Context: an optimization exercise on an open-source flow, tuned for small area and a short achievable clock period. The choices shown serve that exercise and are no tape-out recipe. Function was checked by simulation only, so behaviour that the tests miss may differ from the original.

==> flow/design.v, too long to show whole: its modules and the start of the top module <==
// module fsk_cordic: 6560 lines
// module fsk_ptree: 762 lines
// module fsk_atree: 111 lines
// module fsk_loud: 422 lines
// module fsk_fa: 10 lines
// module fsk_ha: 9 lines
// module fsk_decode: 31 lines
// module fsk_disc: 147 lines
module fsk_disc (
    input  wire              clk,
    input  wire              rst,         
    input  wire              cancel,      
    input  wire              in_valid,    
    input  wire signed [7:0] in_i,
    input  wire signed [7:0] in_q,
    output reg  [1:0]        out_kind,    
    output reg               out_cause,   
    output reg  [31:0]       out_id,
    output reg  [2:0]        out_choice,
    output reg  [3:0]        out_nib
);
  // ...
==> flow/run.sh <==
#!/bin/bash
# synth_recipe.tcl (not shown) runs the flow's synth.tcl, then flattens the netlist and writes it again
# the make line also repeats each setting of config.mk as NAME=value (left out here)
make -C /OpenROAD-flow-scripts/flow DESIGN_CONFIG=/design/flow/config.mk WORK_HOME=/design/flow/orfs CLKGATE_MAP_FILE= SYNTH_SCRIPT=/design/flow/synth_recipe.tcl finish
==> flow/config.mk <==
export PLATFORM = sky130hd
export DESIGN_NAME = fsk_disc
export DESIGN_NICKNAME = fsk_disc
export VERILOG_FILES = /design/flow/design.v
export SDC_FILE = /design/flow/constraint.sdc
export NUM_CORES = 4
export LEC_CHECK = 0
export CAP_MARGIN = 20
export CORE_MARGIN = 2
export CORE_UTILIZATION = 60
export PLACE_DENSITY = 0.75
export SLEW_MARGIN = 20
==> flow/constraint.sdc <==
create_clock -name core_clock -period 70.0 [get_ports {clk}]
set_input_delay 14.0000 -clock core_clock [delete_from_list [all_inputs] [get_ports {clk}]]
set_output_delay 14.0000 -clock core_clock [all_outputs]
set_load 0.01 [all_outputs]
==> flow_summary.toml, run 1 <==
[outcome]
outcome = "timing/DRC/antenna clean"

[floorplanning]
dieArea_mm2 = 0.0584
die_w_um = 242
row_count = 87

[placed_design]
preCtsSetupSlack_ps = 15700
detailed_place_hpwl_um = 62300
place_inst = 4702

[cells_and_area]
buffers_excl_clock = 92
reg.largest.list = "sr x40, out_id x32, dmin x16"
layout_common_cells = "sky130_fd_sc_hd__inv_1, sky130_fd_sc_hd__ha_1, sky130_fd_sc_hd__fa_1"
final.fill_count = 4796

[timing]
setup_viol = 0
setup_repair_after_global_routing_missed_its_margin = "no"
final.hold.worst_slack_ps = 479
final.period_utilization_pct = 77.4
max_clock_freq_ghz = 0.0185

[global_routing]
groute.layer.met1.usage_pct = 35.9
grt_pass1_wl_um = 130000
largest_net_degree_at_the_start_of_global_routing = 55

[yosys]
synth.most_common_cell = "sky130_fd_sc_hd__inv_1"
synth_top_family_by_area = "adder cells"
synth_simple_gate_area_share_pct = 15.4
post-synth-top-area-cell = "sky130_fd_sc_hd__fa_1"
synth_edf_count = 57
seq_area_frac_synth_pct = 10.1

[detailed_routing]
route.detailed.vias_per_inst = 5.49
wl_met2_um = 37500

[clock_network]
clock-root-buffer = "sky130_fd_sc_hd__clkbuf_16"

[setup_path]
path_common_cell = "sky130_fd_sc_hd__xnor2_1"
worst_r2r_startpoint = "pv_hi[8]$_DFFE_PP_"

[hold_path]
hold_path_end = "sub[1]$_SDFFE_PP0P_"
==> run 2: changes to the inputs <==
--- a/flow/design.v
+++ b/flow/design.v
@@ -5339,17 +5339,17 @@
     wire yn12_25;
     assign yn12_25 = yn12_7 ^ yn12_16;
     wire yn12_26;
     assign yn12_26 = yn12_9 ^ yn12_18;
     wire [4:0] yn12 = {yn12_26, yn12_25, yn12_24, yn12_23, yn12_22};
     assign y[13] = {11'd0, yn12};
     assign dir[13] = ~y[13][4];
     wire [16:0] ea, eb;
-    fsk_atree u_at (.dir(dir[11:0]), .re_n(re_n), .ea(ea), .eb(eb));
+    fsk_atree u_at (.dir(dir[10:0]), .re_n(re_n), .ea(ea), .eb(eb));
     wire e_1;
     wire e_2;
     assign e_1 = ea[0] ^ eb[0];
     assign e_2 = ea[0] & eb[0];
     wire e_3;
     wire e_4;
     assign e_3 = ea[1] ^ eb[1];
     assign e_4 = ea[1] & eb[1];
@@ -6144,424 +6144,662 @@
     wire x2_116;
     assign x2_116 = x2_29 ^ x2_94;
     wire x2_117;
     assign x2_117 = x2_31 ^ x2_96;
     wire x2_118;
     assign x2_118 = x2_33 ^ x2_98;
     wire [16:0] x2 = {x2_118, x2_117, x2_116, x2_115, x2_114, x2_113, x2_112, x2_111, x2_110, x2_109, x2_108, x2_107, x2_106, x2_105, x2_104, x2_103, x2_102};
     wire x1_pos = ~x1[16];
-    wire x1_m2 = x1[16] & (&x1[15:1]);        
-    wire x1_m4 = x1[16] & (&x1[15:2]);        
+    wire x1_near = x1[16] & (&x1[15:4]);
     wire x1_c0 = x1_pos;
-    wire x1_c1 = x1_pos | x1_m2;
-    wire x1_c2 = x1_pos | x1_m4;
-    assign ge1 = dir[13] ? (dir[12] ? x1_c2 : x1_c1) : (dir[12] ? x1_c1 : x1_c0);
+    wire x1_c2 = x1_pos | (x1_near & (x1[3:0] >= 4'd14));
+    wire x1_c4 = x1_pos | (x1_near & (x1[3:0] >= 4'd12));
+    wire x1_c6 = x1_pos | (x1_near & (x1[3:0] >= 4'd10));
+    wire x1_c8 = x1_pos | (x1_near & (x1[3:0] >= 4'd8));
+    wire x1_c10 = x1_pos | (x1_near & (x1[3:0] >= 4'd6));
+    wire x1_b0 = dir[11] ? x1_c6 : x1_c0;
+    wire x1_b2 = dir[11] ? x1_c8 : x1_c2;
+    wire x1_b4 = dir[11] ? x1_c10 : x1_c4;
+    assign ge1 = dir[13] ? (dir[12] ? x1_b4 : x1_b2) : (dir[12] ? x1_b2 : x1_b0);
     wire x2_pos = ~x2[16];
-    wire x2_m2 = x2[16] & (&x2[15:1]);        
-    wire x2_m4 = x2[16] & (&x2[15:2]);        
+    wire x2_near = x2[16] & (&x2[15:4]);
     wire x2_c0 = x2_pos;
-    wire x2_c1 = x2_pos | x2_m2;
-    wire x2_c2 = x2_pos | x2_m4;
-    assign ge2 = dir[13] ? (dir[12] ? x2_c2 : x2_c1) : (dir[12] ? x2_c1 : x2_c0);
-    wire ep2_1;
-    wire ep2_2;
-    assign ep2_1 = e[1] ^ 1'b0;
-    assign ep2_2 = e[1] & 1'b0;
-    wire ep2_3;
-    wire ep2_4;
-    assign ep2_3 = e[2] ^ 1'b0;
-    assign ep2_4 = e[2] & 1'b0;
-    wire ep2_5;
-    wire ep2_6;
-    assign ep2_5 = e[3] ^ 1'b0;
-    assign ep2_6 = e[3] & 1'b0;
-    wire ep2_7;
-    wire ep2_8;
-    assign ep2_7 = e[4] ^ 1'b0;
-    assign ep2_8 = e[4] & 1'b0;
-    wire ep2_9;
-    wire ep2_10;
-    assign ep2_9 = e[5] ^ 1'b0;
-    assign ep2_10 = e[5] & 1'b0;
-    wire ep2_11;
-    wire ep2_12;
-    assign ep2_11 = e[6] ^ 1'b0;
-    assign ep2_12 = e[6] & 1'b0;
-    wire ep2_13;
-    wire ep2_14;
-    assign ep2_13 = e[7] ^ 1'b0;
-    assign ep2_14 = e[7] & 1'b0;
-    wire ep2_15;
-    wire ep2_16;
-    assign ep2_15 = e[8] ^ 1'b0;
-    assign ep2_16 = e[8] & 1'b0;
-    wire ep2_17;
-    wire ep2_18;
-    assign ep2_17 = e[9] ^ 1'b0;
-    assign ep2_18 = e[9] & 1'b0;
-    wire ep2_19;
-    wire ep2_20;
-    assign ep2_19 = e[10] ^ 1'b0;
-    assign ep2_20 = e[10] & 1'b0;
-    wire ep2_21;
-    wire ep2_22;
-    assign ep2_21 = e[11] ^ 1'b0;
-    assign ep2_22 = e[11] & 1'b0;
-    wire ep2_23;
-    wire ep2_24;
-    assign ep2_23 = e[12] ^ 1'b0;
-    assign ep2_24 = e[12] & 1'b0;
-    wire ep2_25;
-    wire ep2_26;
-    assign ep2_25 = e[13] ^ 1'b0;
-    assign ep2_26 = e[13] & 1'b0;
-    wire ep2_27;
-    wire ep2_28;
-    assign ep2_27 = e[14] ^ 1'b0;
-    assign ep2_28 = e[14] & 1'b0;
-    wire ep2_29;
-    wire ep2_30;
-    assign ep2_29 = e[15] ^ 1'b0;
-    assign ep2_30 = e[15] & 1'b0;
-    wire ep2_31;
-    assign ep2_31 = ep2_2 | (ep2_1 & 1'b1);
-    wire ep2_32;
-    assign ep2_32 = ep2_4 | (ep2_3 & ep2_31);
-    wire ep2_33;
-    assign ep2_33 = ep2_3 & ep2_1;
-    wire ep2_34;
-    assign ep2_34 = ep2_8 | (ep2_7 & ep2_6);
-    wire ep2_35;
-    assign ep2_35 = ep2_7 & ep2_5;
-    wire ep2_36;
-    assign ep2_36 = ep2_12 | (ep2_11 & ep2_10);
-    wire ep2_37;
-    assign ep2_37 = ep2_11 & ep2_9;
-    wire ep2_38;
-    assign ep2_38 = ep2_16 | (ep2_15 & ep2_14);
-    wire ep2_39;
-    assign ep2_39 = ep2_15 & ep2_13;
-    wire ep2_40;
-    assign ep2_40 = ep2_20 | (ep2_19 & ep2_18);
-    wire ep2_41;
-    assign ep2_41 = ep2_19 & ep2_17;
-    wire ep2_42;
-    assign ep2_42 = ep2_24 | (ep2_23 & ep2_22);
-    wire ep2_43;
-    assign ep2_43 = ep2_23 & ep2_21;
-    wire ep2_44;
-    assign ep2_44 = ep2_28 | (ep2_27 & ep2_26);
-    wire ep2_45;
-    assign ep2_45 = ep2_27 & ep2_25;
-    wire ep2_46;
-    assign ep2_46 = ep2_6 | (ep2_5 & ep2_32);
-    wire ep2_47;
-    assign ep2_47 = ep2_5 & ep2_33;
-    wire ep2_48;
-    assign ep2_48 = ep2_34 | (ep2_35 & ep2_32);
-    wire ep2_49;
-    assign ep2_49 = ep2_35 & ep2_33;
-    wire ep2_50;
-    assign ep2_50 = ep2_14 | (ep2_13 & ep2_36);
-    wire ep2_51;
-    assign ep2_51 = ep2_13 & ep2_37;
-    wire ep2_52;
-    assign ep2_52 = ep2_38 | (ep2_39 & ep2_36);
-    wire ep2_53;
-    assign ep2_53 = ep2_39 & ep2_37;
-    wire ep2_54;
-    assign ep2_54 = ep2_22 | (ep2_21 & ep2_40);
-    wire ep2_55;
-    assign ep2_55 = ep2_21 & ep2_41;
-    wire ep2_56;
-    assign ep2_56 = ep2_42 | (ep2_43 & ep2_40);
-    wire ep2_57;
-    assign ep2_57 = ep2_43 & ep2_41;
-    wire ep2_58;
-    assign ep2_58 = ep2_30 | (ep2_29 & ep2_44);
-    wire ep2_59;
-    assign ep2_59 = ep2_29 & ep2_45;
-    wire ep2_60;
-    assign ep2_60 = ep2_10 | (ep2_9 & ep2_48);
-    wire ep2_61;
-    assign ep2_61 = ep2_9 & ep2_49;
-    wire ep2_62;
-    assign ep2_62 = ep2_36 | (ep2_37 & ep2_48);
-    wire ep2_63;
-    assign ep2_63 = ep2_37 & ep2_49;
-    wire ep2_64;
-    assign ep2_64 = ep2_50 | (ep2_51 & ep2_48);
-    wire ep2_65;
-    assign ep2_65 = ep2_51 & ep2_49;
-    wire ep2_66;
-    assign ep2_66 = ep2_52 | (ep2_53 & ep2_48);
-    wire ep2_67;
-    assign ep2_67 = ep2_53 & ep2_49;
-    wire ep2_68;
-    assign ep2_68 = ep2_26 | (ep2_25 & ep2_56);
-    wire ep2_69;
-    assign ep2_69 = ep2_25 & ep2_57;
-    wire ep2_70;
-    assign ep2_70 = ep2_44 | (ep2_45 & ep2_56);
-    wire ep2_71;
-    assign ep2_71 = ep2_45 & ep2_57;
-    wire ep2_72;
-    assign ep2_72 = ep2_58 | (ep2_59 & ep2_56);
-    wire ep2_73;
-    assign ep2_73 = ep2_59 & ep2_57;
-    wire ep2_74;
-    assign ep2_74 = ep2_18 | (ep2_17 & ep2_66);
-    wire ep2_75;
-    assign ep2_75 = ep2_17 & ep2_67;
-    wire ep2_76;
-    assign ep2_76 = ep2_40 | (ep2_41 & ep2_66);
-    wire ep2_77;
-    assign ep2_77 = ep2_41 & ep2_67;
-    wire ep2_78;
-    assign ep2_78 = ep2_54 | (ep2_55 & ep2_66);
-    wire ep2_79;
-    assign ep2_79 = ep2_55 & ep2_67;
-    wire ep2_80;
-    assign ep2_80 = ep2_56 | (ep2_57 & ep2_66);
-    wire ep2_81;
-    assign ep2_81 = ep2_57 & ep2_67;
-    wire ep2_82;
-    assign ep2_82 = ep2_68 | (ep2_69 & ep2_66);
-    wire ep2_83;
-    assign ep2_83 = ep2_69 & ep2_67;
-    wire ep2_84;
-    assign ep2_84 = ep2_70 | (ep2_71 & ep2_66);
-    wire ep2_85;
-    assign ep2_85 = ep2_71 & ep2_67;
-    wire ep2_86;
-    assign ep2_86 = ep2_72 | (ep2_73 & ep2_66);
-    wire ep2_87;
-    assign ep2_87 = ep2_73 & ep2_67;
-    wire ep2_88;
-    assign ep2_88 = ep2_1 ^ 1'b1;
-    wire ep2_89;
-    assign ep2_89 = ep2_3 ^ ep2_31;
-    wire ep2_90;
-    assign ep2_90 = ep2_5 ^ ep2_32;
-    wire ep2_91;
-    assign ep2_91 = ep2_7 ^ ep2_46;
-    wire ep2_92;
-    assign ep2_92 = ep2_9 ^ ep2_48;
-    wire ep2_93;
-    assign ep2_93 = ep2_11 ^ ep2_60;
-    wire ep2_94;
-    assign ep2_94 = ep2_13 ^ ep2_62;
-    wire ep2_95;
-    assign ep2_95 = ep2_15 ^ ep2_64;
-    wire ep2_96;
-    assign ep2_96 = ep2_17 ^ ep2_66;
-    wire ep2_97;
-    assign ep2_97 = ep2_19 ^ ep2_74;
-    wire ep2_98;
-    assign ep2_98 = ep2_21 ^ ep2_76;
-    wire ep2_99;
-    assign ep2_99 = ep2_23 ^ ep2_78;
-    wire ep2_100;
-    assign ep2_100 = ep2_25 ^ ep2_80;
-    wire ep2_101;
-    assign ep2_101 = ep2_27 ^ ep2_82;
-    wire ep2_102;
-    assign ep2_102 = ep2_29 ^ ep2_84;
-    wire [14:0] ep2 = {ep2_102, ep2_101, ep2_100, ep2_99, ep2_98, ep2_97, ep2_96, ep2_95, ep2_94, ep2_93, ep2_92, ep2_91, ep2_90, ep2_89, ep2_88};
-    wire ep4_1;
-    wire ep4_2;
-    assign ep4_1 = e[2] ^ 1'b0;
-    assign ep4_2 = e[2] & 1'b0;
-    wire ep4_3;
-    wire ep4_4;
-    assign ep4_3 = e[3] ^ 1'b0;
-    assign ep4_4 = e[3] & 1'b0;
-    wire ep4_5;
-    wire ep4_6;
-    assign ep4_5 = e[4] ^ 1'b0;
-    assign ep4_6 = e[4] & 1'b0;
-    wire ep4_7;
-    wire ep4_8;
-    assign ep4_7 = e[5] ^ 1'b0;
-    assign ep4_8 = e[5] & 1'b0;
-    wire ep4_9;
-    wire ep4_10;
-    assign ep4_9 = e[6] ^ 1'b0;
-    assign ep4_10 = e[6] & 1'b0;
-    wire ep4_11;
-    wire ep4_12;
-    assign ep4_11 = e[7] ^ 1'b0;
-    assign ep4_12 = e[7] & 1'b0;
-    wire ep4_13;
-    wire ep4_14;
-    assign ep4_13 = e[8] ^ 1'b0;
-    assign ep4_14 = e[8] & 1'b0;
-    wire ep4_15;
-    wire ep4_16;
-    assign ep4_15 = e[9] ^ 1'b0;
-    assign ep4_16 = e[9] & 1'b0;
-    wire ep4_17;
-    wire ep4_18;
-    assign ep4_17 = e[10] ^ 1'b0;
-    assign ep4_18 = e[10] & 1'b0;
-    wire ep4_19;
-    wire ep4_20;
-    assign ep4_19 = e[11] ^ 1'b0;
-    assign ep4_20 = e[11] & 1'b0;
-    wire ep4_21;
-    wire ep4_22;
-    assign ep4_21 = e[12] ^ 1'b0;
-    assign ep4_22 = e[12] & 1'b0;
-    wire ep4_23;
-    wire ep4_24;
-    assign ep4_23 = e[13] ^ 1'b0;
-    assign ep4_24 = e[13] & 1'b0;
-    wire ep4_25;
-    wire ep4_26;
-    assign ep4_25 = e[14] ^ 1'b0;
-    assign ep4_26 = e[14] & 1'b0;
-    wire ep4_27;
-    wire ep4_28;
-    assign ep4_27 = e[15] ^ 1'b0;
-    assign ep4_28 = e[15] & 1'b0;
-    wire ep4_29;
-    assign ep4_29 = ep4_2 | (ep4_1 & 1'b1);
-    wire ep4_30;
-    assign ep4_30 = ep4_4 | (ep4_3 & ep4_29);
-    wire ep4_31;
-    assign ep4_31 = ep4_3 & ep4_1;
-    wire ep4_32;
-    assign ep4_32 = ep4_8 | (ep4_7 & ep4_6);
-    wire ep4_33;
-    assign ep4_33 = ep4_7 & ep4_5;
-    wire ep4_34;
-    assign ep4_34 = ep4_12 | (ep4_11 & ep4_10);
-    wire ep4_35;
-    assign ep4_35 = ep4_11 & ep4_9;
-    wire ep4_36;
-    assign ep4_36 = ep4_16 | (ep4_15 & ep4_14);
-    wire ep4_37;
-    assign ep4_37 = ep4_15 & ep4_13;
-    wire ep4_38;
-    assign ep4_38 = ep4_20 | (ep4_19 & ep4_18);
-    wire ep4_39;
-    assign ep4_39 = ep4_19 & ep4_17;
-    wire ep4_40;
-    assign ep4_40 = ep4_24 | (ep4_23 & ep4_22);
-    wire ep4_41;
-    assign ep4_41 = ep4_23 & ep4_21;
-    wire ep4_42;
-    assign ep4_42 = ep4_28 | (ep4_27 & ep4_26);
-    wire ep4_43;
-    assign ep4_43 = ep4_27 & ep4_25;
-    wire ep4_44;
-    assign ep4_44 = ep4_6 | (ep4_5 & ep4_30);
-    wire ep4_45;
-    assign ep4_45 = ep4_5 & ep4_31;
-    wire ep4_46;
-    assign ep4_46 = ep4_32 | (ep4_33 & ep4_30);
-    wire ep4_47;
-    assign ep4_47 = ep4_33 & ep4_31;
-    wire ep4_48;
-    assign ep4_48 = ep4_14 | (ep4_13 & ep4_34);
-    wire ep4_49;
-    assign ep4_49 = ep4_13 & ep4_35;
-    wire ep4_50;
-    assign ep4_50 = ep4_36 | (ep4_37 & ep4_34);
-    wire ep4_51;
-    assign ep4_51 = ep4_37 & ep4_35;
-    wire ep4_52;
-    assign ep4_52 = ep4_22 | (ep4_21 & ep4_38);
-    wire ep4_53;
-    assign ep4_53 = ep4_21 & ep4_39;
-    wire ep4_54;
-    assign ep4_54 = ep4_40 | (ep4_41 & ep4_38);
-    wire ep4_55;
-    assign ep4_55 = ep4_41 & ep4_39;
-    wire ep4_56;
-    assign ep4_56 = ep4_10 | (ep4_9 & ep4_46);
-    wire ep4_57;
-    assign ep4_57 = ep4_9 & ep4_47;
-    wire ep4_58;
-    assign ep4_58 = ep4_34 | (ep4_35 & ep4_46);
-    wire ep4_59;
-    assign ep4_59 = ep4_35 & ep4_47;
-    wire ep4_60;
-    assign ep4_60 = ep4_48 | (ep4_49 & ep4_46);
-    wire ep4_61;
-    assign ep4_61 = ep4_49 & ep4_47;
-    wire ep4_62;
-    assign ep4_62 = ep4_50 | (ep4_51 & ep4_46);
-    wire ep4_63;
-    assign ep4_63 = ep4_51 & ep4_47;
-    wire ep4_64;
-    assign ep4_64 = ep4_26 | (ep4_25 & ep4_54);
-    wire ep4_65;
-    assign ep4_65 = ep4_25 & ep4_55;
-    wire ep4_66;
-    assign ep4_66 = ep4_42 | (ep4_43 & ep4_54);
-    wire ep4_67;
-    assign ep4_67 = ep4_43 & ep4_55;
-    wire ep4_68;
-    assign ep4_68 = ep4_18 | (ep4_17 & ep4_62);
-    wire ep4_69;
-    assign ep4_69 = ep4_17 & ep4_63;
-    wire ep4_70;
-    assign ep4_70 = ep4_38 | (ep4_39 & ep4_62);
-    wire ep4_71;
-    assign ep4_71 = ep4_39 & ep4_63;
-    wire ep4_72;
-    assign ep4_72 = ep4_52 | (ep4_53 & ep4_62);
-    wire ep4_73;
-    assign ep4_73 = ep4_53 & ep4_63;
-    wire ep4_74;
-    assign ep4_74 = ep4_54 | (ep4_55 & ep4_62);
-    wire ep4_75;
-    assign ep4_75 = ep4_55 & ep4_63;
-    wire ep4_76;
-    assign ep4_76 = ep4_64 | (ep4_65 & ep4_62);
-    wire ep4_77;
-    assign ep4_77 = ep4_65 & ep4_63;
-    wire ep4_78;
-    assign ep4_78 = ep4_66 | (ep4_67 & ep4_62);
-    wire ep4_79;
-    assign ep4_79 = ep4_67 & ep4_63;
-    wire ep4_80;
-    assign ep4_80 = ep4_1 ^ 1'b1;
-    wire ep4_81;
-    assign ep4_81 = ep4_3 ^ ep4_29;
-    wire ep4_82;
-    assign ep4_82 = ep4_5 ^ ep4_30;
-    wire ep4_83;
-    assign ep4_83 = ep4_7 ^ ep4_44;
-    wire ep4_84;
-    assign ep4_84 = ep4_9 ^ ep4_46;
-    wire ep4_85;
-    assign ep4_85 = ep4_11 ^ ep4_56;
-    wire ep4_86;
-    assign ep4_86 = ep4_13 ^ ep4_58;
-    wire ep4_87;
-    assign ep4_87 = ep4_15 ^ ep4_60;
-    wire ep4_88;
-    assign ep4_88 = ep4_17 ^ ep4_62;
-    wire ep4_89;
-    assign ep4_89 = ep4_19 ^ ep4_68;
-    wire ep4_90;
-    assign ep4_90 = ep4_21 ^ ep4_70;
-    wire ep4_91;
-    assign ep4_91 = ep4_23 ^ ep4_72;
-    wire ep4_92;
-    assign ep4_92 = ep4_25 ^ ep4_74;
-    wire ep4_93;
-    assign ep4_93 = ep4_27 ^ ep4_76;
-    wire [13:0] ep4 = {ep4_93, ep4_92, ep4_91, ep4_90, ep4_89, ep4_88, ep4_87, ep4_86, ep4_85, ep4_84, ep4_83, ep4_82, ep4_81, ep4_80};
-    wire [15:0] e2 = {ep2, e[0]};
-    wire [15:0] e4 = {ep4, e[1:0]};
-    assign d = dir[13] ? (dir[12] ? e4 : e2) : (dir[12] ? e2 : e);
+    wire x2_c2 = x2_pos | (x2_near & (x2[3:0] >= 4'd14));
+    wire x2_c4 = x2_pos | (x2_near & (x2[3:0] >= 4'd12));
+    wire x2_c6 = x2_pos | (x2_near & (x2[3:0] >= 4'd10));
+    wire x2_c8 = x2_pos | (x2_near & (x2[3:0] >= 4'd8));
+    wire x2_c10 = x2_pos | (x2_near & (x2[3:0] >= 4'd6));
+    wire x2_b0 = dir[11] ? x2_c6 : x2_c0;
+    wire x2_b2 = dir[11] ? x2_c8 : x2_c2;
+    wire x2_b4 = dir[11] ? x2_c10 : x2_c4;
+    assign ge2 = dir[13] ? (dir[12] ? x2_b4 : x2_b2) : (dir[12] ? x2_b2 : x2_b0);
+    wire e6_1;
+    wire e6_2;
+    assign e6_1 = e[0] ^ 1'b0;
+    assign e6_2 = e[0] & 1'b0;
+    wire e6_3;
+    wire e6_4;
+    assign e6_3 = e[1] ^ 1'b1;
+    assign e6_4 = e[1] & 1'b1;
+    wire e6_5;
+    wire e6_6;
+    assign e6_5 = e[2] ^ 1'b1;
+    assign e6_6 = e[2] & 1'b1;
+    wire e6_7;
+    wire e6_8;
+    assign e6_7 = e[3] ^ 1'b0;
+    assign e6_8 = e[3] & 1'b0;
+    wire e6_9;
+    wire e6_10;
+    assign e6_9 = e[4] ^ 1'b0;
+    assign e6_10 = e[4] & 1'b0;
+    wire e6_11;
+    wire e6_12;
+    assign e6_11 = e[5] ^ 1'b0;
+    assign e6_12 = e[5] & 1'b0;
+    wire e6_13;
+    wire e6_14;
+    assign e6_13 = e[6] ^ 1'b0;
+    assign e6_14 = e[6] & 1'b0;
+    wire e6_15;
+    wire e6_16;
+    assign e6_15 = e[7] ^ 1'b0;
+    assign e6_16 = e[7] & 1'b0;
+    wire e6_17;
+    wire e6_18;
+    assign e6_17 = e[8] ^ 1'b0;
+    assign e6_18 = e[8] & 1'b0;
+    wire e6_19;
+    wire e6_20;
+    assign e6_19 = e[9] ^ 1'b0;
+    assign e6_20 = e[9] & 1'b0;
+    wire e6_21;
+    wire e6_22;
+    assign e6_21 = e[10] ^ 1'b0;
+    assign e6_22 = e[10] & 1'b0;
+    wire e6_23;
+    wire e6_24;
+    assign e6_23 = e[11] ^ 1'b0;
+    assign e6_24 = e[11] & 1'b0;
+    wire e6_25;
+    wire e6_26;
+    assign e6_25 = e[12] ^ 1'b0;
+    assign e6_26 = e[12] & 1'b0;
+    wire e6_27;
+    wire e6_28;
+    assign e6_27 = e[13] ^ 1'b0;
+    assign e6_28 = e[13] & 1'b0;
+    wire e6_29;
+    wire e6_30;
+    assign e6_29 = e[14] ^ 1'b0;
+    assign e6_30 = e[14] & 1'b0;
+    wire e6_31;
+    wire e6_32;
+    assign e6_31 = e[15] ^ 1'b0;
+    assign e6_32 = e[15] & 1'b0;
+    wire e6_33;
+    assign e6_33 = e6_2 | (e6_1 & 1'b0);
+    wire e6_34;
+    assign e6_34 = e6_4 | (e6_3 & e6_33);
+    wire e6_35;
+    assign e6_35 = e6_3 & e6_1;
+    wire e6_36;
+    assign e6_36 = e6_8 | (e6_7 & e6_6);
+    wire e6_37;
+    assign e6_37 = e6_7 & e6_5;
+    wire e6_38;
+    assign e6_38 = e6_12 | (e6_11 & e6_10);
+    wire e6_39;
+    assign e6_39 = e6_11 & e6_9;
+    wire e6_40;
+    assign e6_40 = e6_16 | (e6_15 & e6_14);
+    wire e6_41;
+    assign e6_41 = e6_15 & e6_13;
+    wire e6_42;
+    assign e6_42 = e6_20 | (e6_19 & e6_18);
+    wire e6_43;
+    assign e6_43 = e6_19 & e6_17;
+    wire e6_44;
+    assign e6_44 = e6_24 | (e6_23 & e6_22);
+    wire e6_45;
+    assign e6_45 = e6_23 & e6_21;
+    wire e6_46;
+    assign e6_46 = e6_28 | (e6_27 & e6_26);
+    wire e6_47;
+    assign e6_47 = e6_27 & e6_25;
+    wire e6_48;
+    assign e6_48 = e6_32 | (e6_31 & e6_30);
+    wire e6_49;
+    assign e6_49 = e6_31 & e6_29;
+    wire e6_50;
+    assign e6_50 = e6_6 | (e6_5 & e6_34);
+    wire e6_51;
+    assign e6_51 = e6_5 & e6_35;
+    wire e6_52;
+    assign e6_52 = e6_36 | (e6_37 & e6_34);
+    wire e6_53;
+    assign e6_53 = e6_37 & e6_35;
+    wire e6_54;
+    assign e6_54 = e6_14 | (e6_13 & e6_38);
+    wire e6_55;
+    assign e6_55 = e6_13 & e6_39;
+    wire e6_56;
+    assign e6_56 = e6_40 | (e6_41 & e6_38);
+    wire e6_57;
+    assign e6_57 = e6_41 & e6_39;
+    wire e6_58;
+    assign e6_58 = e6_22 | (e6_21 & e6_42);
+    wire e6_59;
+    assign e6_59 = e6_21 & e6_43;
+    wire e6_60;
+    assign e6_60 = e6_44 | (e6_45 & e6_42);
+    wire e6_61;
+    assign e6_61 = e6_45 & e6_43;
+    wire e6_62;
+    assign e6_62 = e6_30 | (e6_29 & e6_46);
+    wire e6_63;
+    assign e6_63 = e6_29 & e6_47;
+    wire e6_64;
+    assign e6_64 = e6_48 | (e6_49 & e6_46);
+    wire e6_65;
+    assign e6_65 = e6_49 & e6_47;
+    wire e6_66;
+    assign e6_66 = e6_10 | (e6_9 & e6_52);
+    wire e6_67;
+    assign e6_67 = e6_9 & e6_53;
+    wire e6_68;
+    assign e6_68 = e6_38 | (e6_39 & e6_52);
+    wire e6_69;
+    assign e6_69 = e6_39 & e6_53;
+    wire e6_70;
+    assign e6_70 = e6_54 | (e6_55 & e6_52);
+    wire e6_71;
+    assign e6_71 = e6_55 & e6_53;
+    wire e6_72;
+    assign e6_72 = e6_56 | (e6_57 & e6_52);
+    wire e6_73;
+    assign e6_73 = e6_57 & e6_53;
+    wire e6_74;
+    assign e6_74 = e6_26 | (e6_25 & e6_60);
+    wire e6_75;
+    assign e6_75 = e6_25 & e6_61;
+    wire e6_76;
+    assign e6_76 = e6_46 | (e6_47 & e6_60);
+    wire e6_77;
+    assign e6_77 = e6_47 & e6_61;
+    wire e6_78;
+    assign e6_78 = e6_62 | (e6_63 & e6_60);
+    wire e6_79;
+    assign e6_79 = e6_63 & e6_61;
+    wire e6_80;
+    assign e6_80 = e6_64 | (e6_65 & e6_60);
+    wire e6_81;
+    assign e6_81 = e6_65 & e6_61;
+    wire e6_82;
+    assign e6_82 = e6_18 | (e6_17 & e6_72);
+    wire e6_83;
+    assign e6_83 = e6_17 & e6_73;
+    wire e6_84;
+    assign e6_84 = e6_42 | (e6_43 & e6_72);
+    wire e6_85;
+    assign e6_85 = e6_43 & e6_73;
+    wire e6_86;
+    assign e6_86 = e6_58 | (e6_59 & e6_72);
+    wire e6_87;
+    assign e6_87 = e6_59 & e6_73;
+    wire e6_88;
+    assign e6_88 = e6_60 | (e6_61 & e6_72);
+    wire e6_89;
+    assign e6_89 = e6_61 & e6_73;
+    wire e6_90;
+    assign e6_90 = e6_74 | (e6_75 & e6_72);
+    wire e6_91;
+    assign e6_91 = e6_75 & e6_73;
+    wire e6_92;
+    assign e6_92 = e6_76 | (e6_77 & e6_72);
+    wire e6_93;
+    assign e6_93 = e6_77 & e6_73;
+    wire e6_94;
+    assign e6_94 = e6_78 | (e6_79 & e6_72);
+    wire e6_95;
+    assign e6_95 = e6_79 & e6_73;
+    wire e6_96;
+    assign e6_96 = e6_80 | (e6_81 & e6_72);
+    wire e6_97;
+    assign e6_97 = e6_81 & e6_73;
+    wire e6_98;
+    assign e6_98 = e6_1 ^ 1'b0;
+    wire e6_99;
+    assign e6_99 = e6_3 ^ e6_33;
+    wire e6_100;
+    assign e6_100 = e6_5 ^ e6_34;
+    wire e6_101;
+    assign e6_101 = e6_7 ^ e6_50;
+    wire e6_102;
+    assign e6_102 = e6_9 ^ e6_52;
+    wire e6_103;
+    assign e6_103 = e6_11 ^ e6_66;
+    wire e6_104;
+    assign e6_104 = e6_13 ^ e6_68;
+    wire e6_105;
+    assign e6_105 = e6_15 ^ e6_70;
+    wire e6_106;
+    assign e6_106 = e6_17 ^ e6_72;
+    wire e6_107;
+    assign e6_107 = e6_19 ^ e6_82;
+    wire e6_108;
+    assign e6_108 = e6_21 ^ e6_84;
+    wire e6_109;
+    assign e6_109 = e6_23 ^ e6_86;
+    wire e6_110;
+    assign e6_110 = e6_25 ^ e6_88;
+    wire e6_111;
+    assign e6_111 = e6_27 ^ e6_90;
+    wire e6_112;
+    assign e6_112 = e6_29 ^ e6_92;
+    wire e6_113;
+    assign e6_113 = e6_31 ^ e6_94;
+    wire [15:0] e6 = {e6_113, e6_112, e6_111, e6_110, e6_109, e6_108, e6_107, e6_106, e6_105, e6_104, e6_103, e6_102, e6_101, e6_100, e6_99, e6_98};
+    wire [15:0] f = dir[11] ? e6 : e;
+    wire fp2_1;
+    wire fp2_2;
+    assign fp2_1 = f[1] ^ 1'b0;
+    assign fp2_2 = f[1] & 1'b0;
+    wire fp2_3;
+    wire fp2_4;
+    assign fp2_3 = f[2] ^ 1'b0;
+    assign fp2_4 = f[2] & 1'b0;
+    wire fp2_5;
+    wire fp2_6;
+    assign fp2_5 = f[3] ^ 1'b0;
+    assign fp2_6 = f[3] & 1'b0;
+    wire fp2_7;
+    wire fp2_8;
+    assign fp2_7 = f[4] ^ 1'b0;
+    assign fp2_8 = f[4] & 1'b0;
+    wire fp2_9;
+    wire fp2_10;
+    assign fp2_9 = f[5] ^ 1'b0;
+    assign fp2_10 = f[5] & 1'b0;
+    wire fp2_11;
+    wire fp2_12;
+    assign fp2_11 = f[6] ^ 1'b0;
+    assign fp2_12 = f[6] & 1'b0;
+    wire fp2_13;
+    wire fp2_14;
+    assign fp2_13 = f[7] ^ 1'b0;
+    assign fp2_14 = f[7] & 1'b0;
+    wire fp2_15;
+    wire fp2_16;
+    assign fp2_15 = f[8] ^ 1'b0;
+    assign fp2_16 = f[8] & 1'b0;
+    wire fp2_17;
+    wire fp2_18;
+    assign fp2_17 = f[9] ^ 1'b0;
+    assign fp2_18 = f[9] & 1'b0;
+    wire fp2_19;
+    wire fp2_20;
+    assign fp2_19 = f[10] ^ 1'b0;
+    assign fp2_20 = f[10] & 1'b0;
+    wire fp2_21;
+    wire fp2_22;
+    assign fp2_21 = f[11] ^ 1'b0;
+    assign fp2_22 = f[11] & 1'b0;
+    wire fp2_23;
+    wire fp2_24;
+    assign fp2_23 = f[12] ^ 1'b0;
+    assign fp2_24 = f[12] & 1'b0;
+    wire fp2_25;
+    wire fp2_26;
+    assign fp2_25 = f[13] ^ 1'b0;
+    assign fp2_26 = f[13] & 1'b0;
+    wire fp2_27;
+    wire fp2_28;
+    assign fp2_27 = f[14] ^ 1'b0;
+    assign fp2_28 = f[14] & 1'b0;
+    wire fp2_29;
+    wire fp2_30;
+    assign fp2_29 = f[15] ^ 1'b0;
+    assign fp2_30 = f[15] & 1'b0;
+    wire fp2_31;
+    assign fp2_31 = fp2_2 | (fp2_1 & 1'b1);
+    wire fp2_32;
+    assign fp2_32 = fp2_4 | (fp2_3 & fp2_31);
+    wire fp2_33;
+    assign fp2_33 = fp2_3 & fp2_1;
+    wire fp2_34;
+    assign fp2_34 = fp2_8 | (fp2_7 & fp2_6);
+    wire fp2_35;
+    assign fp2_35 = fp2_7 & fp2_5;
+    wire fp2_36;
+    assign fp2_36 = fp2_12 | (fp2_11 & fp2_10);
+    wire fp2_37;
+    assign fp2_37 = fp2_11 & fp2_9;
+    wire fp2_38;
+    assign fp2_38 = fp2_16 | (fp2_15 & fp2_14);
+    wire fp2_39;
+    assign fp2_39 = fp2_15 & fp2_13;
+    wire fp2_40;
+    assign fp2_40 = fp2_20 | (fp2_19 & fp2_18);
+    wire fp2_41;
+    assign fp2_41 = fp2_19 & fp2_17;
+    wire fp2_42;
+    assign fp2_42 = fp2_24 | (fp2_23 & fp2_22);
+    wire fp2_43;
+    assign fp2_43 = fp2_23 & fp2_21;
+    wire fp2_44;
+    assign fp2_44 = fp2_28 | (fp2_27 & fp2_26);
+    wire fp2_45;
+    assign fp2_45 = fp2_27 & fp2_25;
+    wire fp2_46;
+    assign fp2_46 = fp2_6 | (fp2_5 & fp2_32);
+    wire fp2_47;
+    assign fp2_47 = fp2_5 & fp2_33;
+    wire fp2_48;
+    assign fp2_48 = fp2_34 | (fp2_35 & fp2_32);
+    wire fp2_49;
+    assign fp2_49 = fp2_35 & fp2_33;
+    wire fp2_50;
+    assign fp2_50 = fp2_14 | (fp2_13 & fp2_36);
+    wire fp2_51;
+    assign fp2_51 = fp2_13 & fp2_37;
+    wire fp2_52;
+    assign fp2_52 = fp2_38 | (fp2_39 & fp2_36);
+    wire fp2_53;
+    assign fp2_53 = fp2_39 & fp2_37;
+    wire fp2_54;
+    assign fp2_54 = fp2_22 | (fp2_21 & fp2_40);
+    wire fp2_55;
+    assign fp2_55 = fp2_21 & fp2_41;
+    wire fp2_56;
+    assign fp2_56 = fp2_42 | (fp2_43 & fp2_40);
+    wire fp2_57;
+    assign fp2_57 = fp2_43 & fp2_41;
+    wire fp2_58;
+    assign fp2_58 = fp2_30 | (fp2_29 & fp2_44);
+    wire fp2_59;
+    assign fp2_59 = fp2_29 & fp2_45;
+    wire fp2_60;
+    assign fp2_60 = fp2_10 | (fp2_9 & fp2_48);
+    wire fp2_61;
+    assign fp2_61 = fp2_9 & fp2_49;
+    wire fp2_62;
+    assign fp2_62 = fp2_36 | (fp2_37 & fp2_48);
+    wire fp2_63;
+    assign fp2_63 = fp2_37 & fp2_49;
+    wire fp2_64;
+    assign fp2_64 = fp2_50 | (fp2_51 & fp2_48);
+    wire fp2_65;
+    assign fp2_65 = fp2_51 & fp2_49;
+    wire fp2_66;
+    assign fp2_66 = fp2_52 | (fp2_53 & fp2_48);
+    wire fp2_67;
+    assign fp2_67 = fp2_53 & fp2_49;
+    wire fp2_68;
+    assign fp2_68 = fp2_26 | (fp2_25 & fp2_56);
+    wire fp2_69;
+    assign fp2_69 = fp2_25 & fp2_57;
+    wire fp2_70;
+    assign fp2_70 = fp2_44 | (fp2_45 & fp2_56);
+    wire fp2_71;
+    assign fp2_71 = fp2_45 & fp2_57;
+    wire fp2_72;
+    assign fp2_72 = fp2_58 | (fp2_59 & fp2_56);
+    wire fp2_73;
+    assign fp2_73 = fp2_59 & fp2_57;
+    wire fp2_74;
+    assign fp2_74 = fp2_18 | (fp2_17 & fp2_66);
+    wire fp2_75;
+    assign fp2_75 = fp2_17 & fp2_67;
+    wire fp2_76;
+    assign fp2_76 = fp2_40 | (fp2_41 & fp2_66);
+    wire fp2_77;
+    assign fp2_77 = fp2_41 & fp2_67;
+    wire fp2_78;
+    assign fp2_78 = fp2_54 | (fp2_55 & fp2_66);
+    wire fp2_79;
+    assign fp2_79 = fp2_55 & fp2_67;
+    wire fp2_80;
+    assign fp2_80 = fp2_56 | (fp2_57 & fp2_66);
+    wire fp2_81;
+    assign fp2_81 = fp2_57 & fp2_67;
+    wire fp2_82;
+    assign fp2_82 = fp2_68 | (fp2_69 & fp2_66);
+    wire fp2_83;
+    assign fp2_83 = fp2_69 & fp2_67;
+    wire fp2_84;
+    assign fp2_84 = fp2_70 | (fp2_71 & fp2_66);
+    wire fp2_85;
+    assign fp2_85 = fp2_71 & fp2_67;
+    wire fp2_86;
+    assign fp2_86 = fp2_72 | (fp2_73 & fp2_66);
+    wire fp2_87;
+    assign fp2_87 = fp2_73 & fp2_67;
+    wire fp2_88;
+    assign fp2_88 = fp2_1 ^ 1'b1;
+    wire fp2_89;
+    assign fp2_89 = fp2_3 ^ fp2_31;
+    wire fp2_90;
+    assign fp2_90 = fp2_5 ^ fp2_32;
+    wire fp2_91;
+    assign fp2_91 = fp2_7 ^ fp2_46;
+    wire fp2_92;
+    assign fp2_92 = fp2_9 ^ fp2_48;
+    wire fp2_93;
+    assign fp2_93 = fp2_11 ^ fp2_60;
+    wire fp2_94;
+    assign fp2_94 = fp2_13 ^ fp2_62;
+    wire fp2_95;
+    assign fp2_95 = fp2_15 ^ fp2_64;
+    wire fp2_96;
+    assign fp2_96 = fp2_17 ^ fp2_66;
+    wire fp2_97;
+    assign fp2_97 = fp2_19 ^ fp2_74;
+    wire fp2_98;
+    assign fp2_98 = fp2_21 ^ fp2_76;
+    wire fp2_99;
+    assign fp2_99 = fp2_23 ^ fp2_78;
+    wire fp2_100;
+    assign fp2_100 = fp2_25 ^ fp2_80;
+    wire fp2_101;
+    assign fp2_101 = fp2_27 ^ fp2_82;
+    wire fp2_102;
+    assign fp2_102 = fp2_29 ^ fp2_84;
+    wire [14:0] fp2 = {fp2_102, fp2_101, fp2_100, fp2_99, fp2_98, fp2_97, fp2_96, fp2_95, fp2_94, fp2_93, fp2_92, fp2_91, fp2_90, fp2_89, fp2_88};
+    wire fp4_1;
+    wire fp4_2;
+    assign fp4_1 = f[2] ^ 1'b0;
+    assign fp4_2 = f[2] & 1'b0;
+    wire fp4_3;
+    wire fp4_4;
+    assign fp4_3 = f[3] ^ 1'b0;
+    assign fp4_4 = f[3] & 1'b0;
+    wire fp4_5;
+    wire fp4_6;
+    assign fp4_5 = f[4] ^ 1'b0;
+    assign fp4_6 = f[4] & 1'b0;
+    wire fp4_7;
+    wire fp4_8;
+    assign fp4_7 = f[5] ^ 1'b0;
+    assign fp4_8 = f[5] & 1'b0;
+    wire fp4_9;
+    wire fp4_10;
+    assign fp4_9 = f[6] ^ 1'b0;
+    assign fp4_10 = f[6] & 1'b0;
+    wire fp4_11;
+    wire fp4_12;
+    assign fp4_11 = f[7] ^ 1'b0;
+    assign fp4_12 = f[7] & 1'b0;
+    wire fp4_13;
+    wire fp4_14;
+    assign fp4_13 = f[8] ^ 1'b0;
+    assign fp4_14 = f[8] & 1'b0;
+    wire fp4_15;
+    wire fp4_16;
+    assign fp4_15 = f[9] ^ 1'b0;
+    assign fp4_16 = f[9] & 1'b0;
+    wire fp4_17;
+    wire fp4_18;
+    assign fp4_17 = f[10] ^ 1'b0;
+    assign fp4_18 = f[10] & 1'b0;
+    wire fp4_19;
+    wire fp4_20;
+    assign fp4_19 = f[11] ^ 1'b0;
+    assign fp4_20 = f[11] & 1'b0;
+    wire fp4_21;
+    wire fp4_22;
+    assign fp4_21 = f[12] ^ 1'b0;
+    assign fp4_22 = f[12] & 1'b0;
+    wire fp4_23;
+    wire fp4_24;
+    assign fp4_23 = f[13] ^ 1'b0;
+    assign fp4_24 = f[13] & 1'b0;
+    wire fp4_25;
+    wire fp4_26;
+    assign fp4_25 = f[14] ^ 1'b0;
+    assign fp4_26 = f[14] & 1'b0;
+    wire fp4_27;
+    wire fp4_28;
+    assign fp4_27 = f[15] ^ 1'b0;
+    assign fp4_28 = f[15] & 1'b0;
+    wire fp4_29;
+    assign fp4_29 = fp4_2 | (fp4_1 & 1'b1);
+    wire fp4_30;
+    assign fp4_30 = fp4_4 | (fp4_3 & fp4_29);
+    wire fp4_31;
+    assign fp4_31 = fp4_3 & fp4_1;
+    wire fp4_32;
+    assign fp4_32 = fp4_8 | (fp4_7 & fp4_6);
+    wire fp4_33;
+    assign fp4_33 = fp4_7 & fp4_5;
+    wire fp4_34;
+    assign fp4_34 = fp4_12 | (fp4_11 & fp4_10);
+    wire fp4_35;
+    assign fp4_35 = fp4_11 & fp4_9;
+    wire fp4_36;
+    assign fp4_36 = fp4_16 | (fp4_15 & fp4_14);
+    wire fp4_37;
+    assign fp4_37 = fp4_15 & fp4_13;
+    wire fp4_38;
+    assign fp4_38 = fp4_20 | (fp4_19 & fp4_18);
+    wire fp4_39;
+    assign fp4_39 = fp4_19 & fp4_17;
+    wire fp4_40;
+    assign fp4_40 = fp4_24 | (fp4_23 & fp4_22);
+    wire fp4_41;
+    assign fp4_41 = fp4_23 & fp4_21;
+    wire fp4_42;
+    assign fp4_42 = fp4_28 | (fp4_27 & fp4_26);
+    wire fp4_43;
+    assign fp4_43 = fp4_27 & fp4_25;
+    wire fp4_44;
+    assign fp4_44 = fp4_6 | (fp4_5 & fp4_30);
+    wire fp4_45;
+    assign fp4_45 = fp4_5 & fp4_31;
+    wire fp4_46;
+    assign fp4_46 = fp4_32 | (fp4_33 & fp4_30);
+    wire fp4_47;
+    assign fp4_47 = fp4_33 & fp4_31;
+    wire fp4_48;
+    assign fp4_48 = fp4_14 | (fp4_13 & fp4_34);
+    wire fp4_49;
+    assign fp4_49 = fp4_13 & fp4_35;
+    wire fp4_50;
+    assign fp4_50 = fp4_36 | (fp4_37 & fp4_34);
+    wire fp4_51;
+    assign fp4_51 = fp4_37 & fp4_35;
+    wire fp4_52;
+    assign fp4_52 = fp4_22 | (fp4_21 & fp4_38);
+    wire fp4_53;
+    assign fp4_53 = fp4_21 & fp4_39;
+    wire fp4_54;
+    assign fp4_54 = fp4_40 | (fp4_41 & fp4_38);
+    wire fp4_55;
+    assign fp4_55 = fp4_41 & fp4_39;
+    wire fp4_56;
+    assign fp4_56 = fp4_10 | (fp4_9 & fp4_46);
+    wire fp4_57;
+    assign fp4_57 = fp4_9 & fp4_47;
+    wire fp4_58;
+    assign fp4_58 = fp4_34 | (fp4_35 & fp4_46);
+    wire fp4_59;
+    assign fp4_59 = fp4_35 & fp4_47;
+    wire fp4_60;
+    assign fp4_60 = fp4_48 | (fp4_49 & fp4_46);
+    wire fp4_61;
+    assign fp4_61 = fp4_49 & fp4_47;
+    wire fp4_62;
+    assign fp4_62 = fp4_50 | (fp4_51 & fp4_46);
+    wire fp4_63;
+    assign fp4_63 = fp4_51 & fp4_47;
+    wire fp4_64;
+    assign fp4_64 = fp4_26 | (fp4_25 & fp4_54);
+    wire fp4_65;
+    assign fp4_65 = fp4_25 & fp4_55;
+    wire fp4_66;
+    assign fp4_66 = fp4_42 | (fp4_43 & fp4_54);
+    wire fp4_67;
+    assign fp4_67 = fp4_43 & fp4_55;
+    wire fp4_68;
+    assign fp4_68 = fp4_18 | (fp4_17 & fp4_62);
+    wire fp4_69;
+    assign fp4_69 = fp4_17 & fp4_63;
+    wire fp4_70;
+    assign fp4_70 = fp4_38 | (fp4_39 & fp4_62);
+    wire fp4_71;
+    assign fp4_71 = fp4_39 & fp4_63;
+    wire fp4_72;
+    assign fp4_72 = fp4_52 | (fp4_53 & fp4_62);
+    wire fp4_73;
+    assign fp4_73 = fp4_53 & fp4_63;
+    wire fp4_74;
+    assign fp4_74 = fp4_54 | (fp4_55 & fp4_62);
+    wire fp4_75;
+    assign fp4_75 = fp4_55 & fp4_63;
+    wire fp4_76;
+    assign fp4_76 = fp4_64 | (fp4_65 & fp4_62);
+    wire fp4_77;
+    assign fp4_77 = fp4_65 & fp4_63;
+    wire fp4_78;
+    assign fp4_78 = fp4_66 | (fp4_67 & fp4_62);
+    wire fp4_79;
+    assign fp4_79 = fp4_67 & fp4_63;
+    wire fp4_80;
+    assign fp4_80 = fp4_1 ^ 1'b1;
+    wire fp4_81;
+    assign fp4_81 = fp4_3 ^ fp4_29;
+    wire fp4_82;
+    assign fp4_82 = fp4_5 ^ fp4_30;
+    wire fp4_83;
+    assign fp4_83 = fp4_7 ^ fp4_44;
+    wire fp4_84;
+    assign fp4_84 = fp4_9 ^ fp4_46;
+    wire fp4_85;
+    assign fp4_85 = fp4_11 ^ fp4_56;
+    wire fp4_86;
+    assign fp4_86 = fp4_13 ^ fp4_58;
+    wire fp4_87;
+    assign fp4_87 = fp4_15 ^ fp4_60;
+    wire fp4_88;
+    assign fp4_88 = fp4_17 ^ fp4_62;
+    wire fp4_89;
+    assign fp4_89 = fp4_19 ^ fp4_68;
+    wire fp4_90;
+    assign fp4_90 = fp4_21 ^ fp4_70;
+    wire fp4_91;
+    assign fp4_91 = fp4_23 ^ fp4_72;
+    wire fp4_92;
+    assign fp4_92 = fp4_25 ^ fp4_74;
+    wire fp4_93;
+    assign fp4_93 = fp4_27 ^ fp4_76;
+    wire [13:0] fp4 = {fp4_93, fp4_92, fp4_91, fp4_90, fp4_89, fp4_88, fp4_87, fp4_86, fp4_85, fp4_84, fp4_83, fp4_82, fp4_81, fp4_80};
+    wire [15:0] f2 = {fp2, f[0]};
+    wire [15:0] f4 = {fp4, f[1:0]};
+    assign d = dir[13] ? (dir[12] ? f4 : f2) : (dir[12] ? f2 : f);
 endmodule
 module fsk_ptree (
     input  wire signed [7:0] s_i,
     input  wire signed [7:0] s_q,
     input  wire signed [8:0] u,
     input  wire signed [8:0] v,
     output wire [16:0]       sa,
     output wire [16:0]       sb,
@@ -7316,125 +7554,122 @@
     wire pr_498;
     fsk_fa pr_497_fa (.a(pr_464), .b(pr_465), .c(~(s_q[7] & v[8])), .s(pr_497), .co(pr_498));
     assign sa = {pr_240, pr_238, pr_236, pr_234, pr_232, pr_230, pr_228, pr_226, pr_224, pr_222, pr_220, pr_218, pr_216, pr_214, pr_212, pr_211, (s_i[0] & v[0])};
     assign sb = {pr_210, pr_239, pr_237, pr_235, pr_233, pr_231, pr_229, pr_227, pr_225, pr_223, pr_221, pr_219, pr_217, pr_215, pr_213, (s_q[1] & u[0]), (s_q[0] & u[0])};
     assign ta = {pr_498, pr_496, pr_494, pr_492, pr_490, pr_488, pr_486, pr_484, pr_482, pr_480, pr_478, pr_476, pr_474, pr_472, pr_470, pr_468, pr_467};
     assign tb = {pr_466, pr_497, pr_495, pr_493, pr_491, pr_489, pr_487, pr_485, pr_483, pr_481, pr_479, pr_477, pr_475, pr_473, pr_471, pr_469, 1'b1};
 endmodule
 module fsk_atree (
-    input  wire [11:0] dir,
+    input  wire [10:0] dir,
     input  wire        re_n,
     output wire [16:0] ea,
     output wire [16:0] eb
 );
     wire an_1;
     wire an_2;
-    fsk_ha an_1_ha (.a(dir[1]), .b(dir[2]), .s(an_1), .co(an_2));
+    fsk_ha an_1_ha (.a(dir[3]), .b(dir[5]), .s(an_1), .co(an_2));
     wire an_3;
     wire an_4;
-    fsk_fa an_3_fa (.a(dir[3]), .b(dir[5]), .c(dir[6]), .s(an_3), .co(an_4));
+    fsk_fa an_3_fa (.a(dir[1]), .b(dir[2]), .c(dir[4]), .s(an_3), .co(an_4));
     wire an_5;
     wire an_6;
-    fsk_fa an_5_fa (.a(an_1), .b(dir[4]), .c(dir[5]), .s(an_5), .co(an_6));
+    fsk_ha an_5_ha (.a(dir[5]), .b(dir[9]), .s(an_5), .co(an_6));
     wire an_7;
     wire an_8;
-    fsk_ha an_7_ha (.a(dir[9]), .b(dir[11]), .s(an_7), .co(an_8));
+    fsk_fa an_7_fa (.a(dir[2]), .b(dir[4]), .c(dir[8]), .s(an_7), .co(an_8));
     wire an_9;
     wire an_10;
-    fsk_fa an_9_fa (.a(an_2), .b(dir[2]), .c(dir[4]), .s(an_9), .co(an_10));
+    fsk_ha an_9_ha (.a(dir[10]), .b(1'b1), .s(an_9), .co(an_10));
     wire an_11;
     wire an_12;
-    fsk_fa an_11_fa (.a(dir[8]), .b(dir[10]), .c(1'b1), .s(an_11), .co(an_12));
+    fsk_fa an_11_fa (.a(dir[2]), .b(dir[3]), .c(dir[7]), .s(an_11), .co(an_12));
     wire an_13;
     wire an_14;
-    fsk_fa an_13_fa (.a(dir[2]), .b(dir[3]), .c(dir[7]), .s(an_13), .co(an_14));
+    fsk_ha an_13_ha (.a(dir[9]), .b(1'b1), .s(an_13), .co(an_14));
     wire an_15;
     wire an_16;
-    fsk_ha an_15_ha (.a(dir[9]), .b(1'b1), .s(an_15), .co(an_16));
+    fsk_fa an_15_fa (.a(dir[1]), .b(dir[2]), .c(dir[6]), .s(an_15), .co(an_16));
     wire an_17;
     wire an_18;
-    fsk_fa an_17_fa (.a(dir[1]), .b(dir[2]), .c(dir[6]), .s(an_17), .co(an_18));
+    fsk_ha an_17_ha (.a(dir[8]), .b(1'b1), .s(an_17), .co(an_18));
     wire an_19;
     wire an_20;
-    fsk_ha an_19_ha (.a(dir[8]), .b(1'b1), .s(an_19), .co(an_20));
+    fsk_fa an_19_fa (.a(dir[1]), .b(dir[2]), .c(dir[5]), .s(an_19), .co(an_20));
     wire an_21;
     wire an_22;
-    fsk_fa an_21_fa (.a(dir[1]), .b(dir[2]), .c(dir[5]), .s(an_21), .co(an_22));
+    fsk_ha an_21_ha (.a(dir[7]), .b(1'b1), .s(an_21), .co(an_22));
     wire an_23;
     wire an_24;
-    fsk_ha an_23_ha (.a(dir[7]), .b(1'b1), .s(an_23), .co(an_24));
+    fsk_fa an_23_fa (.a(dir[1]), .b(dir[2]), .c(dir[4]), .s(an_23), .co(an_24));
     wire an_25;
     wire an_26;
-    fsk_fa an_25_fa (.a(dir[1]), .b(dir[2]), .c(dir[4]), .s(an_25), .co(an_26));
+    fsk_ha an_25_ha (.a(an_1), .b(dir[6]), .s(an_25), .co(an_26));
     wire an_27;
     wire an_28;
-    fsk_ha an_27_ha (.a(an_3), .b(dir[7]), .s(an_27), .co(an_28));
+    fsk_fa an_27_fa (.a(an_2), .b(an_3), .c(an_5), .s(an_27), .co(an_28));
     wire an_29;
     wire an_30;
-    fsk_fa an_29_fa (.a(an_4), .b(an_5), .c(an_7), .s(an_29), .co(an_30));
+    fsk_fa an_29_fa (.a(an_4), .b(an_6), .c(an_7), .s(an_29), .co(an_30));
     wire an_31;
     wire an_32;
-    fsk_fa an_31_fa (.a(an_6), .b(an_8), .c(an_9), .s(an_31), .co(an_32));
+    fsk_fa an_31_fa (.a(an_8), .b(an_10), .c(an_11), .s(an_31), .co(an_32));
     wire an_33;
     wire an_34;
-    fsk_fa an_33_fa (.a(an_10), .b(an_12), .c(an_13), .s(an_33), .co(an_34));
+    fsk_fa an_33_fa (.a(an_12), .b(an_14), .c(an_15), .s(an_33), .co(an_34));
     wire an_35;
     wire an_36;
-    fsk_fa an_35_fa (.a(an_14), .b(an_16), .c(an_17), .s(an_35), .co(an_36));
+    fsk_fa an_35_fa (.a(an_16), .b(an_18), .c(an_19), .s(an_35), .co(an_36));
     wire an_37;
     wire an_38;
-    fsk_fa an_37_fa (.a(an_18), .b(an_20), .c(an_21), .s(an_37), .co(an_38));
+    fsk_fa an_37_fa (.a(an_20), .b(an_22), .c(an_23), .s(an_37), .co(an_38));
     wire an_39;
     wire an_40;
-    fsk_fa an_39_fa (.a(an_22), .b(an_24), .c(an_25), .s(an_39), .co(an_40));
+    fsk_fa an_39_fa (.a(an_24), .b(dir[2]), .c(dir[3]), .s(an_39), .co(an_40));
     wire an_41;
     wire an_42;
-    fsk_fa an_41_fa (.a(an_26), .b(dir[2]), .c(dir[3]), .s(an_41), .co(an_42));
+    fsk_ha an_41_ha (.a(an_25), .b(dir[7]), .s(an_41), .co(an_42));
     wire an_43;
     wire an_44;
-    fsk_ha an_43_ha (.a(an_27), .b(dir[10]), .s(an_43), .co(an_44));
+    fsk_fa an_43_fa (.a(an_26), .b(an_27), .c(1'b1), .s(an_43), .co(an_44));
     wire an_45;
     wire an_46;
-    fsk_fa an_45_fa (.a(an_28), .b(an_29), .c(1'b1), .s(an_45), .co(an_46));
+    fsk_fa an_45_fa (.a(an_28), .b(an_29), .c(an_9), .s(an_45), .co(an_46));
     wire an_47;
     wire an_48;
-    fsk_fa an_47_fa (.a(an_30), .b(an_31), .c(an_11), .s(an_47), .co(an_48));
+    fsk_fa an_47_fa (.a(an_30), .b(an_31), .c(an_13), .s(an_47), .co(an_48));
     wire an_49;
     wire an_50;
-    fsk_fa an_49_fa (.a(an_32), .b(an_33), .c(an_15), .s(an_49), .co(an_50));
+    fsk_fa an_49_fa (.a(an_32), .b(an_33), .c(an_17), .s(an_49), .co(an_50));
     wire an_51;
     wire an_52;
-    fsk_fa an_51_fa (.a(an_34), .b(an_35), .c(an_19), .s(an_51), .co(an_52));
+    fsk_fa an_51_fa (.a(an_34), .b(an_35), .c(an_21), .s(an_51), .co(an_52));
     wire an_53;
     wire an_54;
-    fsk_fa an_53_fa (.a(an_36), .b(an_37), .c(an_23), .s(an_53), .co(an_54));
+    fsk_fa an_53_fa (.a(an_36), .b(an_37), .c(dir[6]), .s(an_53), .co(an_54));
     wire an_55;
     wire an_56;
-    fsk_fa an_55_fa (.a(an_38), .b(an_39), .c(dir[6]), .s(an_55), .co(an_56));
+    fsk_fa an_55_fa (.a(an_38), .b(an_39), .c(dir[5]), .s(an_55), .co(an_56));
     wire an_57;
     wire an_58;
-    fsk_fa an_57_fa (.a(an_40), .b(an_41), .c(dir[5]), .s(an_57), .co(an_58));
+    fsk_fa an_57_fa (.a(an_40), .b(dir[1]), .c(dir[4]), .s(an_57), .co(an_58));
     wire an_59;
     wire an_60;
-    fsk_fa an_59_fa (.a(an_42), .b(dir[1]), .c(dir[4]), .s(an_59), .co(an_60));
+    fsk_ha an_59_ha (.a(dir[3]), .b(1'b1), .s(an_59), .co(an_60));
     wire an_61;
     wire an_62;
-    fsk_ha an_61_ha (.a(dir[3]), .b(1'b1), .s(an_61), .co(an_62));
+    fsk_ha an_61_ha (.a(dir[2]), .b(1'b1), .s(an_61), .co(an_62));
     wire an_63;
     wire an_64;
-    fsk_ha an_63_ha (.a(dir[2]), .b(1'b1), .s(an_63), .co(an_64));
+    fsk_ha an_63_ha (.a(dir[1]), .b(1'b1), .s(an_63), .co(an_64));
     wire an_65;
     wire an_66;
-    fsk_ha an_65_ha (.a(dir[1]), .b(1'b1), .s(an_65), .co(an_66));
-    wire an_67;
-    wire an_68;
-    fsk_fa an_67_fa (.a(dir[0]), .b(~re_n), .c(1'b1), .s(an_67), .co(an_68));
-    assign ea = {1'b1, 1'b1, an_68, an_66, an_64, an_62, an_60, an_58, an_56, an_54, an_52, an_50, an_48, an_46, an_44, an_43, 1'b0};
-    assign eb = {1'b0, 1'b0, (re_n & dir[0]), an_67, an_65, an_63, an_61, an_59, an_57, an_55, an_53, an_51, an_49, an_47, an_45, dir[11], 1'b0};
+    fsk_fa an_65_fa (.a(dir[0]), .b(~re_n), .c(1'b1), .s(an_65), .co(an_66));
+    assign ea = {1'b1, 1'b1, an_66, an_64, an_62, an_60, an_58, an_56, an_54, an_52, an_50, an_48, an_46, an_44, an_42, an_41, 1'b0};
+    assign eb = {1'b0, 1'b0, (re_n & dir[0]), an_65, an_63, an_61, an_59, an_57, an_55, an_53, an_51, an_49, an_47, an_45, an_43, dir[10], 1'b0};
 endmodule
 module fsk_loud (
     input  wire signed [7:0] a,
     input  wire signed [7:0] b,
     output wire              loud
 );
     wire sq_1;
     wire sq_2;
==> flow/config.mk (replaced) <==
export PLATFORM = sky130hd
export DESIGN_NAME = fsk_disc
export DESIGN_NICKNAME = fsk_disc
export VERILOG_FILES = /design/flow/design.v
export SDC_FILE = /design/flow/constraint.sdc
export NUM_CORES = 4
export LEC_CHECK = 0
export CAP_MARGIN = 20
export CORE_MARGIN = 2
export CORE_UTILIZATION = 40
export PLACE_DENSITY = 0.6
export SLEW_MARGIN = 20
==> run 2 against run 1 <==
  * Clock skew rose by 2.1 ps
  * Sequential share of layout area shrank 0.44 points
  * Register-to-register slack worse by 1100 ps
  * Synthesized cell count increased by 4.0%
  * Global-route usage decreased by 6.6 points
  * Critical endpoint is now out_choice[0]$_SDFF_PP0_
==> flow_summary.toml, run 2 <==
[floorplanning]
overall_die_height_um = 300
dieArea_mm2 = 0.0899
core_mm2 = 0.0868
io_pins = 62
row_count = 108
start_util_pct = 40.3
die_w_um = 300

[cells_and_area]
max_flop_register = "sr"
largest_register_ffs = 40
layout_commonest_cell = "sky130_fd_sc_hd__inv_1"
layout_common_cells = "sky130_fd_sc_hd__inv_1, sky130_fd_sc_hd__ha_1, sky130_fd_sc_hd__fa_1"
diodes = 0
reg.largest.list = "sr x40, out_id x32, dmin x16"
layout-drive-gt1-share_pct = 3.70
final_core_utilization_pct = 43.2
final_cells = 5287
layout.nets = 4955
area_growth_pct = 7.00

[yosys]
asyncSetResetFlopFracSynth_pct = 0
syn_nets = 4975
synth.most_common_cell = "sky130_fd_sc_hd__inv_1"
syn-cell-area_mm2 = 0.0350
synth.ff_latch_count = 143
synthesis.yosys.warnings = 3
post-synth-top-area-cell = "sky130_fd_sc_hd__fa_1"
synth_top_cell_area_share_pct = 22.9
seq_area_frac_synth_pct = 9.81
synth_edf_count = 57
post_synth_inst_count = 4139
yosys_most_used_dff = "sky130_fd_sc_hd__dfxtp_1"
synth_common_cells = "sky130_fd_sc_hd__inv_1, sky130_fd_sc_hd__ha_1, sky130_fd_sc_hd__fa_1"
post_synth_main_area_contributors = "sky130_fd_sc_hd__fa_1, sky130_fd_sc_hd__ha_1, sky130_fd_sc_hd__xnor2_1"
synth_area_per_cell_um2 = 8.46
synthDistinctLibCells = 100

[clock_network]
cts.sink_count = 143
worst_setup_hold_path_clk_slew_ps = 70
cts_hold_bufs = 0
cts_max_level = 4
cts_buffer_depth = 2
post_cts_resize_count = 0
cts_inserted_buffers = 17
post_cts_buffers = 0
worstSkewPairLatency_ps = 450
clock-root-buffer = "sky130_fd_sc_hd__clkbuf_16"
clock_tree_from_tritoncts = "done"

[outcome]
outcome = "timing/DRC/antenna clean"

[hold_path]
hold_path.startpoint = "dmin[15]$_SDFFE_PP0P_"
min-delay-path-class = "reg2reg"

[global_routing]
largest_net_degree_at_the_start_of_global_routing = 51
gr-total-overflow = 0
grt_pass1_wl_um = 148000
grt_pass1_vias = 27700
overall_global_routing_resource_usage_pct = 20.2
number_of_antenna_violations_at_the_first_check_in_global_routing = 0

[timing]
worst_slew_margin_rel_pct = 29.6
final.period_utilization_pct = 78.6
setup_repair_after_global_routing_missed_its_margin = "no"
finClkSkew_ps = 19.1
max_clock_freq_ghz = 0.0182
maxSlewViolCount = 0
max_slew.worst_pin.slew_ps = 1060
report.final.hold_viol_count = 0
period_needed_ps = 55020
setup_viol = 0
fin_setup_tns_ps = 0

[job]
max_cap_violations = 0

[detailed_routing]
totalWireLength_um = 88900
routedWlPerCell_um = 16.8
drtIter0Drc = 1575
routed-via-count = 27300
post-route-drc-count = 0
top_layer = "met4"
ant_nets = 0
drt_pre_antenna_iters = 6
met3WireLength_um = 2870
route.detailed.vias_per_inst = 5.16
wl_met2_um = 42500
wl_met1_um = 42300

[setup_path]
critPathArrivalTime_ps = 55350
setup.worst_path.start = "in_i[1]"
worstPathBufferInverterCount = 19
timing.critical_path.to_type = "flop"
start_kind = "input port"
worst_r2r_startpoint = "pv_hi[4]$_DFFE_PP_"
peak_per_stage_delay_on_the_critical_path_ps = 940
critPathRequiredTime_ps = 70330
setup.worst_path.class = "in2reg"
crit_fanout = 43
timing.critical_path.slowest_stage_cell = "sky130_fd_sc_hd__clkdlybuf4s50_1"
crit_family = "compound AO/OA/AOI/OAI gates"

[placed_design]
portBuffers = 61
rd_place_congestion = 0.879
detailed_place_hpwl_um = 71000
place_inst = 5255
## run 2: stage by stage
step                      area [µm²]  worst slack (ps)  hold slack [ps]
after floorplan                35000             17840              457
after global placement         36800             15310              478
after detailed placement       36800             14560              485
after CTS                      37400             14840              497
after global routing           37500             10930              528
final                          37500             14980              494
## run 2: cell type report
type	instances	area (µm²)
clock buffers	17	425
clock inverters	15	170
fillers	8728	49300
inverters	705	2650
multi-input cells	3153	28400
flip-flops and latches	143	3430
well taps	1155	1450
repair buffers	99	891
## run 2: worst paths after layout
path	endpoint	slack, ps	cells after the start
setup / recovery	out_choice[0]$_SDFF_PP0_	14980	163
hold reg to reg	dmin[15]$_SDFFE_PP0P_	490	2
hold / removal	dmin[15]$_SDFFE_PP0P_	490	2
setup reg to reg	out_choice[0]$_SDFF_PP0_	28720	161
## run 2: worst min-delay path, stage by stage (launching register included)
cell,delay [ps]
sky130_fd_sc_hd__dfxtp_1,320
sky130_fd_sc_hd__inv_1,70
sky130_fd_sc_hd__a211oi_1,60
## run 2: logic make-up after synthesis
kind of cell    Yosys count  share of synthesized area (%)
compound gates          624                           11.9
xor+xnor                489                           12.8
fa+ha+maj               817                           37.8
buf+inv                 843                           9.08
flops                   143                           9.81
mux                      82                           2.52
simple gates           1141                           16.2
## run 2: per-layer routing
| metal | track usage (%) | vias to the layer above |
|---|---|---|
| li1 | - | 13400 |
| met1 | 28.1 | 13300 |
| met2 | 34.8 | 490 |
| met3 | 1.41 | 73 |
| met4 | 3.60 | 0 |
| met5 | 0 | - |

-- re-timing with driven ports --
How much do the figures lean on ideal ports? The routed layouts below were timed once more, with nothing changed but the port constraints. Step 1 (the two cells are an assumption about what drives the block):
set clk [get_ports {clk}]
set_driving_cell -lib_cell sky130_fd_sc_hd__clkbuf_16 $clk
set_driving_cell -lib_cell sky130_fd_sc_hd__buf_2 [delete_from_list [all_inputs] $clk]
Step 2 moves the port delays by t, midway between the first and last clock arrival at a register: inputs arrive t later, outputs are due t later. That takes back most of the time a late clock gives input paths. Slacks: ideal / step 1 / step 2; pairs: ideal / step 1.
| run | t (ns) | slack for setup (ns) | worst setup path at the end | cell pins on the clock port's net |
|---|---|---|---|---|
| run 1 | 0.472 | 15.839 / 15.865 / 15.393 | input to register | 1 |
| run 2 | 0.497 | 14.980 / 15.013 / 14.515 | input to register | 1 |
After both steps every run listed still meets setup and hold. For run 2, which loses most, drivers alone change the setup slack by +0.033 ns; drivers and shift together by -0.465 ns.
